Source: an optimization exercise on an open RTL-to-GDS flow (aim: small area, a short achievable clock period and few clock cycles per item). Production flows keep margins and buffers that such runs may drop. Only simulation tests tie the RTL to the original design; equivalence was not proved.

==> flow/design.v <==
module sine_lut (
    input  wire [7:0]  idx,
    output reg  [10:0] val
);
    always @(*) begin
        case (idx)
            8'd0: val = 11'd0;
            8'd1: val = 11'd13;
            8'd2: val = 11'd26;
            8'd3: val = 11'd39;
            8'd4: val = 11'd51;
            8'd5: val = 11'd64;
            8'd6: val = 11'd77;
            8'd7: val = 11'd90;
            8'd8: val = 11'd103;
            8'd9: val = 11'd116;
            8'd10: val = 11'd129;
            8'd11: val = 11'd141;
            8'd12: val = 11'd154;
            8'd13: val = 11'd167;
            8'd14: val = 11'd180;
            8'd15: val = 11'd193;
            8'd16: val = 11'd205;
            8'd17: val = 11'd218;
            8'd18: val = 11'd231;
            8'd19: val = 11'd244;
            8'd20: val = 11'd257;
            8'd21: val = 11'd269;
            8'd22: val = 11'd282;
            8'd23: val = 11'd295;
            8'd24: val = 11'd308;
            8'd25: val = 11'd320;
            8'd26: val = 11'd333;
            8'd27: val = 11'd346;
            8'd28: val = 11'd358;
            8'd29: val = 11'd371;
            8'd30: val = 11'd384;
            8'd31: val = 11'd396;
            8'd32: val = 11'd409;
            8'd33: val = 11'd421;
            8'd34: val = 11'd434;
            8'd35: val = 11'd447;
            8'd36: val = 11'd459;
            8'd37: val = 11'd472;
            8'd38: val = 11'd484;
            8'd39: val = 11'd497;
            8'd40: val = 11'd509;
            8'd41: val = 11'd522;
            8'd42: val = 11'd534;
            8'd43: val = 11'd546;
            8'd44: val = 11'd559;
            8'd45: val = 11'd571;
            8'd46: val = 11'd583;
            8'd47: val = 11'd596;
            8'd48: val = 11'd608;
            8'd49: val = 11'd620;
            8'd50: val = 11'd633;
            8'd51: val = 11'd645;
            8'd52: val = 11'd657;
            8'd53: val = 11'd669;
            8'd54: val = 11'd681;
            8'd55: val = 11'd693;
            8'd56: val = 11'd705;
            8'd57: val = 11'd718;
            8'd58: val = 11'd730;
            8'd59: val = 11'd742;
            8'd60: val = 11'd754;
            8'd61: val = 11'd765;
            8'd62: val = 11'd777;
            8'd63: val = 11'd789;
            8'd64: val = 11'd801;
            8'd65: val = 11'd813;
            8'd66: val = 11'd825;
            8'd67: val = 11'd837;
            8'd68: val = 11'd848;
            8'd69: val = 11'd860;
            8'd70: val = 11'd872;
            8'd71: val = 11'd883;
            8'd72: val = 11'd895;
            8'd73: val = 11'd906;
            8'd74: val = 11'd918;
            8'd75: val = 11'd929;
            8'd76: val = 11'd941;
            8'd77: val = 11'd952;
            8'd78: val = 11'd964;
            8'd79: val = 11'd975;
            8'd80: val = 11'd986;
            8'd81: val = 11'd997;
            8'd82: val = 11'd1009;
            8'd83: val = 11'd1020;
            8'd84: val = 11'd1031;
            8'd85: val = 11'd1042;
            8'd86: val = 11'd1053;
            8'd87: val = 11'd1064;
            8'd88: val = 11'd1075;
            8'd89: val = 11'd1086;
            8'd90: val = 11'd1097;
            8'd91: val = 11'd1108;
            8'd92: val = 11'd1118;
            8'd93: val = 11'd1129;
            8'd94: val = 11'd1140;
            8'd95: val = 11'd1151;
            8'd96: val = 11'd1161;
            8'd97: val = 11'd1172;
            8'd98: val = 11'd1182;
            8'd99: val = 11'd1193;
            8'd100: val = 11'd1203;
            8'd101: val = 11'd1214;
            8'd102: val = 11'd1224;
            8'd103: val = 11'd1234;
            8'd104: val = 11'd1244;
            8'd105: val = 11'd1255;
            8'd106: val = 11'd1265;
            8'd107: val = 11'd1275;
            8'd108: val = 11'd1285;
            8'd109: val = 11'd1295;
            8'd110: val = 11'd1305;
            8'd111: val = 11'd1315;
            8'd112: val = 11'd1325;
            8'd113: val = 11'd1334;
            8'd114: val = 11'd1344;
            8'd115: val = 11'd1354;
            8'd116: val = 11'd1363;
            8'd117: val = 11'd1373;
            8'd118: val = 11'd1382;
            8'd119: val = 11'd1392;
            8'd120: val = 11'd1401;
            8'd121: val = 11'd1411;
            8'd122: val = 11'd1420;
            8'd123: val = 11'd1429;
            8'd124: val = 11'd1438;
            8'd125: val = 11'd1447;
            8'd126: val = 11'd1457;
            8'd127: val = 11'd1466;
            8'd128: val = 11'd1474;
            8'd129: val = 11'd1483;
            8'd130: val = 11'd1492;
            8'd131: val = 11'd1501;
            8'd132: val = 11'd1510;
            8'd133: val = 11'd1518;
            8'd134: val = 11'd1527;
            8'd135: val = 11'd1535;
            8'd136: val = 11'd1544;
            8'd137: val = 11'd1552;
            8'd138: val = 11'd1561;
            8'd139: val = 11'd1569;
            8'd140: val = 11'd1577;
            8'd141: val = 11'd1585;
            8'd142: val = 11'd1594;
            8'd143: val = 11'd1602;
            8'd144: val = 11'd1610;
            8'd145: val = 11'd1617;
            8'd146: val = 11'd1625;
            8'd147: val = 11'd1633;
            8'd148: val = 11'd1641;
            8'd149: val = 11'd1648;
            8'd150: val = 11'd1656;
            8'd151: val = 11'd1664;
            8'd152: val = 11'd1671;
            8'd153: val = 11'd1678;
            8'd154: val = 11'd1686;
            8'd155: val = 11'd1693;
            8'd156: val = 11'd1700;
            8'd157: val = 11'd1707;
            8'd158: val = 11'd1714;
            8'd159: val = 11'd1721;
            8'd160: val = 11'd1728;
            8'd161: val = 11'd1735;
            8'd162: val = 11'd1742;
            8'd163: val = 11'd1749;
            8'd164: val = 11'd1755;
            8'd165: val = 11'd1762;
            8'd166: val = 11'd1768;
            8'd167: val = 11'd1775;
            8'd168: val = 11'd1781;
            8'd169: val = 11'd1788;
            8'd170: val = 11'd1794;
            8'd171: val = 11'd1800;
            8'd172: val = 11'd1806;
            8'd173: val = 11'd1812;
            8'd174: val = 11'd1818;
            8'd175: val = 11'd1824;
            8'd176: val = 11'd1830;
            8'd177: val = 11'd1835;
            8'd178: val = 11'd1841;
            8'd179: val = 11'd1847;
            8'd180: val = 11'd1852;
            8'd181: val = 11'd1858;
            8'd182: val = 11'd1863;
            8'd183: val = 11'd1868;
            8'd184: val = 11'd1873;
            8'd185: val = 11'd1879;
            8'd186: val = 11'd1884;
            8'd187: val = 11'd1889;
            8'd188: val = 11'd1894;
            8'd189: val = 11'd1898;
            8'd190: val = 11'd1903;
            8'd191: val = 11'd1908;
            8'd192: val = 11'd1913;
            8'd193: val = 11'd1917;
            8'd194: val = 11'd1922;
            8'd195: val = 11'd1926;
            8'd196: val = 11'd1930;
            8'd197: val = 11'd1935;
            8'd198: val = 11'd1939;
            8'd199: val = 11'd1943;
            8'd200: val = 11'd1947;
            8'd201: val = 11'd1951;
            8'd202: val = 11'd1955;
            8'd203: val = 11'd1958;
            8'd204: val = 11'd1962;
            8'd205: val = 11'd1966;
            8'd206: val = 11'd1969;
            8'd207: val = 11'd1973;
            8'd208: val = 11'd1976;
            8'd209: val = 11'd1979;
            8'd210: val = 11'd1983;
            8'd211: val = 11'd1986;
            8'd212: val = 11'd1989;
            8'd213: val = 11'd1992;
            8'd214: val = 11'd1995;
            8'd215: val = 11'd1998;
            8'd216: val = 11'd2000;
            8'd217: val = 11'd2003;
            8'd218: val = 11'd2006;
            8'd219: val = 11'd2008;
            8'd220: val = 11'd2011;
            8'd221: val = 11'd2013;
            8'd222: val = 11'd2015;
            8'd223: val = 11'd2018;
            8'd224: val = 11'd2020;
            8'd225: val = 11'd2022;
            8'd226: val = 11'd2024;
            8'd227: val = 11'd2026;
            8'd228: val = 11'd2027;
            8'd229: val = 11'd2029;
            8'd230: val = 11'd2031;
            8'd231: val = 11'd2032;
            8'd232: val = 11'd2034;
            8'd233: val = 11'd2035;
            8'd234: val = 11'd2037;
            8'd235: val = 11'd2038;
            8'd236: val = 11'd2039;
            8'd237: val = 11'd2040;
            8'd238: val = 11'd2041;
            8'd239: val = 11'd2042;
            8'd240: val = 11'd2043;
            8'd241: val = 11'd2044;
            8'd242: val = 11'd2044;
            8'd243: val = 11'd2045;
            8'd244: val = 11'd2046;
            8'd245: val = 11'd2046;
            8'd246: val = 11'd2046;
            8'd247: val = 11'd2047;
            8'd248: val = 11'd2047;
            8'd249: val = 11'd2047;
            8'd250: val = 11'd2047;
            default: val = 11'd0;
        endcase
    end
endmodule
module tone_core (
    input  wire        clk,
    input  wire        rst,
    input  wire        in_valid,
    output wire        in_ready,
    input  wire [1:0]  op,           
    input  wire [15:0] sample,
    input  wire [31:0] now,
    output reg         out_valid,
    output reg         emit_valid,
    output wire [11:0] emit12,
    output wire [7:0]  emitq,
    output reg         cand_valid,
    output reg  [10:0] cand,
    output reg         retuned,
    output wire [10:0] freq_o,
    output wire [11:0] wave12_o
);
    assign in_ready = 1'b1;
    reg        v0;
    reg [1:0]  op0;
    reg [15:0] s0;
    reg [31:0] n0;
    always @(posedge clk) begin
        v0  <= in_valid & ~rst;
        op0 <= op;
        s0  <= sample;
        n0  <= now;
    end
    reg [31:0] last_ts;
    reg [10:0] freq;
    reg [31:0] upd_ts;
    wire [11:0] s12 = s0[11:0];
    wire [27:0] mp  = {1'b0, s12, 15'd0} - {4'd0, s12, 12'd0} + {9'd0, s12, 7'd0}
                    + {13'd0, s12, 3'd0} - {16'd0, s12} + 28'd135;
    wire [10:0] map_cand = (|s0[15:12]) ? 11'd2000 : (mp[26:16] + 11'd200);
    wire [11:0] d5        = {1'b0, map_cand} - {1'b0, freq} + 12'd5;
    wire        big       = d5 > 12'd10;
    wire [31:0] du        = n0 - upd_ts;
    wire        timed_out = ~du[31] & (du[30:0] >= 31'd100000);
    wire        ret       = v0 & op0[0] & (big | timed_out);
    wire [31:0] dt  = n0 - last_ts;
    wire        adv = v0 & op0[1] & ~dt[31] & (|dt[30:0]);
    wire [41:0] prod = freq * dt[30:0];
    reg        v1, ev1, cv1, ret1, adv1;
    reg [10:0] cand1;
    reg [41:0] y1;
    always @(posedge clk) begin
        if (rst) begin
            last_ts <= 32'd0;
            freq    <= 11'd0;
            upd_ts  <= 32'd0;
            v1      <= 1'b0;
            adv1    <= 1'b0;
        end else begin
            if (adv) last_ts <= n0;
            if (ret) begin
                freq   <= map_cand;
                upd_ts <= n0;
            end
            v1   <= v0;
            adv1 <= adv;
        end
        ev1   <= op0[1];
        cv1   <= op0[0];
        ret1  <= ret;
        cand1 <= map_cand;
        y1    <= prod;
    end
    wire [35:0] z = y1[41:6];
    wire [17:0] f1 = z[13:0]
        + (z[14] ? 18'd759   : 18'd0) + (z[15] ? 18'd1518  : 18'd0)
        + (z[16] ? 18'd3036  : 18'd0) + (z[17] ? 18'd6072  : 18'd0)
        + (z[18] ? 18'd12144 : 18'd0) + (z[19] ? 18'd8663  : 18'd0)
        + (z[20] ? 18'd1701  : 18'd0) + (z[21] ? 18'd3402  : 18'd0)
        + (z[22] ? 18'd6804  : 18'd0) + (z[23] ? 18'd13608 : 18'd0)
        + (z[24] ? 18'd11591 : 18'd0) + (z[25] ? 18'd7557  : 18'd0)
        + (z[26] ? 18'd15114 : 18'd0) + (z[27] ? 18'd14603 : 18'd0)
        + (z[28] ? 18'd13581 : 18'd0) + (z[29] ? 18'd11537 : 18'd0)
        + (z[30] ? 18'd7449  : 18'd0) + (z[31] ? 18'd14898 : 18'd0)
        + (z[32] ? 18'd14171 : 18'd0) + (z[33] ? 18'd12717 : 18'd0)
        + (z[34] ? 18'd9809  : 18'd0) + (z[35] ? 18'd3993  : 18'd0);
    wire [14:0] f2 = f1[13:0]
        + (f1[14] ? 15'd759  : 15'd0) + (f1[15] ? 15'd1518 : 15'd0)
        + (f1[16] ? 15'd3036 : 15'd0) + (f1[17] ? 15'd6072 : 15'd0);
    wire [15:0] f3 = {1'b0, f2} - 16'd15625;
    wire [13:0] zr = f3[15] ? f2[13:0] : f3[13:0];
    reg        v2, ev2, cv2, ret2, adv2;
    reg [10:0] cand2;
    reg [19:0] inc2;
    always @(posedge clk) begin
        if (rst) begin
            v2   <= 1'b0;
            adv2 <= 1'b0;
        end else begin
            v2   <= v1;
            adv2 <= adv1;
        end
        ev2   <= ev1;
        cv2   <= cv1;
        ret2  <= ret1;
        cand2 <= cand1;
        inc2  <= {zr, y1[5:0]};
    end
    reg  [19:0] phase;
    wire [20:0] psum = {1'b0, phase} + {1'b0, inc2};
    wire [20:0] pred = psum - 21'd1000000;
    reg        v3, ev3, cv3, ret3;
    reg [10:0] cand3;
    always @(posedge clk) begin
        if (rst) begin
            phase <= 20'd0;
            v3    <= 1'b0;
        end else begin
            if (adv2) phase <= pred[20] ? psum[19:0] : pred[19:0];
            v3 <= v2;
        end
        ev3   <= ev2;
        cv3   <= cv2;
        ret3  <= ret2;
        cand3 <= cand2;
    end
    wire [16:0] p3  = phase[19:3];
    wire [40:0] qm  = p3 * 24'd67109;
    wire [9:0]  q   = qm[32:23];
    wire        neg = q >= 10'd500;
    wire [9:0]  h   = neg ? q - 10'd500 : q;
    wire [7:0]  li  = (h > 10'd250) ? (10'd500 - h) : h[7:0];
    wire [10:0] t;
    sine_lut u_lut (.idx(li), .val(t));
    wire [11:0] w   = neg ? (12'd2048 - {1'b0, t}) : (12'd2048 + {1'b0, t});
    reg [10:0] freq_r;
    reg [11:0] wave_r;
    always @(posedge clk) begin
        if (rst) begin
            out_valid <= 1'b0;
            freq_r    <= 11'd0;
        end else begin
            out_valid <= v3;
            if (v3 & ret3) freq_r <= cand3;
        end
        emit_valid <= ev3;
        cand_valid <= cv3;
        retuned    <= ret3;
        cand       <= cand3;
        wave_r     <= w;
    end
    assign emit12   = wave_r;
    assign emitq    = wave_r[11:4];
    assign wave12_o = wave_r;
    assign freq_o   = freq_r;
endmodule
==> flow/run.sh <==
#!/bin/bash
# synth_recipe.tcl (not shown) runs the flow's synth.tcl, then flattens the netlist and writes it again
# the make line also repeats each setting of config.mk as NAME=value (left out here)
make -C /OpenROAD-flow-scripts/flow DESIGN_CONFIG=/design/flow/config.mk WORK_HOME=/design/flow/orfs CLKGATE_MAP_FILE= SYNTH_SCRIPT=/design/flow/synth_recipe.tcl finish
==> flow/config.mk <==
export PLATFORM = sky130hd
export DESIGN_NAME = tone_core
export DESIGN_NICKNAME = tone_core
export VERILOG_FILES = /design/flow/design.v
export SDC_FILE = /design/flow/constraint.sdc
export NUM_CORES = 4
export LEC_CHECK = 0
export CAP_MARGIN = 20
export CORE_MARGIN = 2
export CORE_UTILIZATION = 40
export SLEW_MARGIN = 20
export SYNTH_MEMORY_MAX_BITS = 16384
==> flow/constraint.sdc <==
create_clock -name core_clock -period 45.0 [get_ports {clk}]
set_input_delay 9.0000 -clock core_clock [delete_from_list [all_inputs] [get_ports {clk}]]
set_output_delay 9.0000 -clock core_clock [all_outputs]
set_load 0.01 [all_outputs]
==> summary.md <==
| Metric | Value |
|---|---|
| Register area share after synthesis | 15.4% |
| Detailed Route Iter0 Violations | 1962 |
| Crit-path max cell delay | 0.79 ns |
| Critical path's slowest cell | o21ai_1 |
| Post-synth top area cell | fa_1 |
| Wire per inst | 17.1 um |
| FF+latch area | 5870 um2 |
| Diode count | 0 |
| # rows | 113 |
| Worst Path Required | 45.46 ns |
| Synth Net Count | 5354 |
| Longest Clk Path Bufs | 3 |
| Setup bufs post-CTS | 0 |
| DRC | 0 |
| Die Y | 313 um |
| Reg-to-reg setup timing slack | 33.49 ns |
| Post-Synthesis Cells | 4345 |
| F_max | 86.9 MHz |
| IO Count | 112 |
| DP Area | 40500 um2 |
| Crit path max-delay family | adder cells |
| Sum Neg Setup Slack | 0 ns |
| Max-cap viol count | 0 |
| Synth area leaders | fa_1, ha_1, dfxtp_1, inv_1, nand2_1 |
| H-tree depth | 2 |
| Largest net degree at the start of global routing | 94 |
| RSZ-0062 raised after global routing | no |
| Fill cells | 9324 |
| Synthesis Warnings | 2 |
| First-pass GRT wire length | 161000 um |
| Cell depth of the worst hold path | 0 |
| GRT Overall Usage | 20.0% |
| Worst-path maximum fanout | 20 |
| Share of layout cells above drive strength 1 | 4.28% |
| Multi-input logic area | 28900 um2 |
| Number of nets with antenna violations after routing | 0 |
| Post-synthesis cell area | 38100 um2 |
| Final Hold Vio Count | 0 |
| Hold buffers post-CTS | 0 |
| Worst path bufs/invs | 7 |
| Max-slew headroom | 22.5% |
| Worst Reg-to-Reg Cells | 37 |
| Mean area per synthesized cell | 8.78 um2 |
| Post-DP HPWL | 76400 um |
| Post-synthesis async set-or-reset flop share | 0% |
| TritonCTS clock tree | done |
| Crit path time final | 11.51 ns |
| RePlAce Congestion | 0.985 |
| Vias | 30100 |
| Core Footprint | 94700 um2 |
| Nets | 5378 |
| Drt pass-1 iters | 8 |
| Predominant post-synthesis flop cell | dfxtp_1 |
| Startpoint types | flip-flop |
| Final wirelength | 96500 um |
| CTS Buf Count | 35 |
| Worst Setup Path Type | flip-flop to flip-flop |
| Setup violators final | 0 |
| Root Buffer | clkbuf_16 |
| Worst-case clock skew | 0.0422 ns |
| Post-synth EDFFs | 0 |
| Vias in the first global route | 30500 |
| Synth-to-layout area growth | 9.47% |
| Tcrit/Tclk final | 25.6% |
| DIE AREA | 97900 um2 |
| Levels on crit path | 37 |
| Vias per cell | 5.32 |
| IO Port Bufs | 110 |
| Tightest Pin Transition | 1.15 ns |
| Clock latency on the worst-skew pair | 0.58 ns |
| Max-slew violations | 0 |
| Netlist cell types | 112 |
| Initial antenna violation count | 1 |
| Hold Path Class | flip-flop to flip-flop |
| Critical path endpoint category | flip-flop |
| Post-CTS Resized | 0 |
| Synth Register Bits | 293 |
| Die X | 313 um |
| Clock slew at reported path FFs | 0.07 ns |
| Initial core utilization | 40.3% |
| Share of the synthesized area in the top cell type | 24.6% |
| Final instance area | 41800 um2 |
| Remaining global-route overflow | 0 |
| Crit path DAT | 11.97 ns |
| Outcome | no timing/DRC/antenna violations |
| CTS Sinks | 293 |
[worst paths after layout]
path                         to                    from
max          wave_r[10]$_DFF_P_  phase[10]$_SDFFE_PP0P_
min                 ev3$_DFF_P_             ev2$_DFF_P_
max reg2reg  wave_r[10]$_DFF_P_  phase[10]$_SDFFE_PP0P_
min reg2reg         ev3$_DFF_P_             ev2$_DFF_P_
[cells by family after synthesis]
| group | count (synthesis) | synth area share [%] |
|---|---|---|
| compound gates | 810 | 14.6 |
| xor+xnor | 166 | 3.83 |
| fa+ha+maj | 957 | 40.6 |
| buf+inv | 873 | 9.00 |
| flops | 293 | 15.4 |
| mux | 93 | 2.45 |
| other cells | 1 | 0.00983 |
| simple gates | 1152 | 14.2 |
[synthesized netlist by cell type, types with 9 or more instances]
master     count
inv_1        684
ha_1         488
fa_1         468
nand2_1      423
dfxtp_1      293
nor2_1       265
a21oi_1      212
xnor2_1      125
clkbuf_1     121
o21ai_0      120
and2_1       115
mux2i_1       89
nand3_1       77
nor3_1        69
a21o_1        53
a211oi_1      42
xor2_1        40
o211ai_1      34
o21bai_1      32
and3_1        31
o21a_1        31
buf_2         25
a31oi_1       23
buf_4         23
nand2b_1      23
nor4_1        22
or3_1         21
nor2b_1       20
nand4_1       18
o31ai_1       18
a21boi_0      17
o21ai_1       16
or4_1         16
a211o_1       15
o221ai_1      14
o2111ai_1     12
o22ai_1       11
or2_2         10
a22oi_1        9
a32oi_1        9
o32ai_1        9
[cell type report]
| cell class | instances | share of cell area [%] |
|---|---|---|
| sequential | 293 | 14.0 |
| tap | 1265 | 3.79 |
| multi-input combinational | 3179 | 69.2 |
| timing repair buffer | 169 | 3.69 |
| inverter | 691 | 6.21 |
| clock buffer | 42 | 2.30 |
| clock inverter | 21 | 0.710 |
[cell usage in the layout, fill, tap and decap left out, types with 17 or more instances in the layout]
cell               n
and2_1           115
o211ai_1          34
clkbuf_16         35
fa_1             468
buf_4             60
nand4_1           18
nand2_1          422
xnor2_1          119
o21bai_1          32
a21oi_1          211
clkdlybuf4s50_1  109
o21ai_0          120
nor2_1           265
nor4_1            22
nor3_1            69
xor2_1            39
inv_1            684
mux2i_1           89
nand2b_1          23
a21boi_0          17
dfxtp_1          293
o31ai_1           18
a21o_1            52
ha_1             488
and3_1            31
a211oi_1          42
nor2b_1           20
o21a_1            31
a31oi_1           23
or3_1             21
nand3_1           77
[sequential cells by signal, indices dropped and copies added, names as in the netlist, 2 cells and up]
name,count
cand,11
cand1,11
cand2,11
cand3,11
freq,11
freq_r,11
inc2,20
last_ts,32
n0,32
op0,2
phase,20
s0,16
upd_ts,32
wave_r,12
y1,42
[per-layer routing]
metal / global-route usage (%) / vias up / share of wire [%]
met3: 2.54 / 191 / 5.0
met4: 6.05 / 0 / 3.0
met2: 33.2 / 748 / 46
met1: 27.2 / 14600 / 46
li1: - / 14500 / -
met5: 0 / - / 0
[per-stage QoR]
stage	hold slack, ns	instances	utilization (%)	setup slack, ns
floorplan	0.310	4345	-	34.88
global placement	0.310	5597	42.8	33.91
detailed placement	0.312	5597	42.8	33.67
CTS	0.323	5660	44.1	33.63
global route	0.330	5660	44.1	32.75
finish	0.322	5660	44.1	33.49
Testbench counts, summed over its fixed seeds: cycles 24,040, items 24,000.

## separate check: timing with driven ports
How much do the figures lean on ideal ports? The routed layout below was timed once more, with nothing changed but the port constraints.
Step 1, drivers: a clkbuf_16 drives clk and a buf_2 each remaining input, both assumed.
Step 2, shift: input delay + t, output delay - t, t = (earliest + latest rising clock arrival at the registers) / 2. This alone moves slack from input paths to output paths.
a / b / c = ideal ports / drivers / drivers and shift; a / b = the first two.
shift t [ns]: 0.619
slack for setup (ns): 33.492 / 33.492 / 33.492
hold WS [ns]: 0.322 / 0.322 / 0.322
worst setup path after step 2: register to register
After both steps this run still meets setup and hold. For this run, drivers alone change the setup slack by 0.000 ns; drivers and shift together by 0.000 ns.
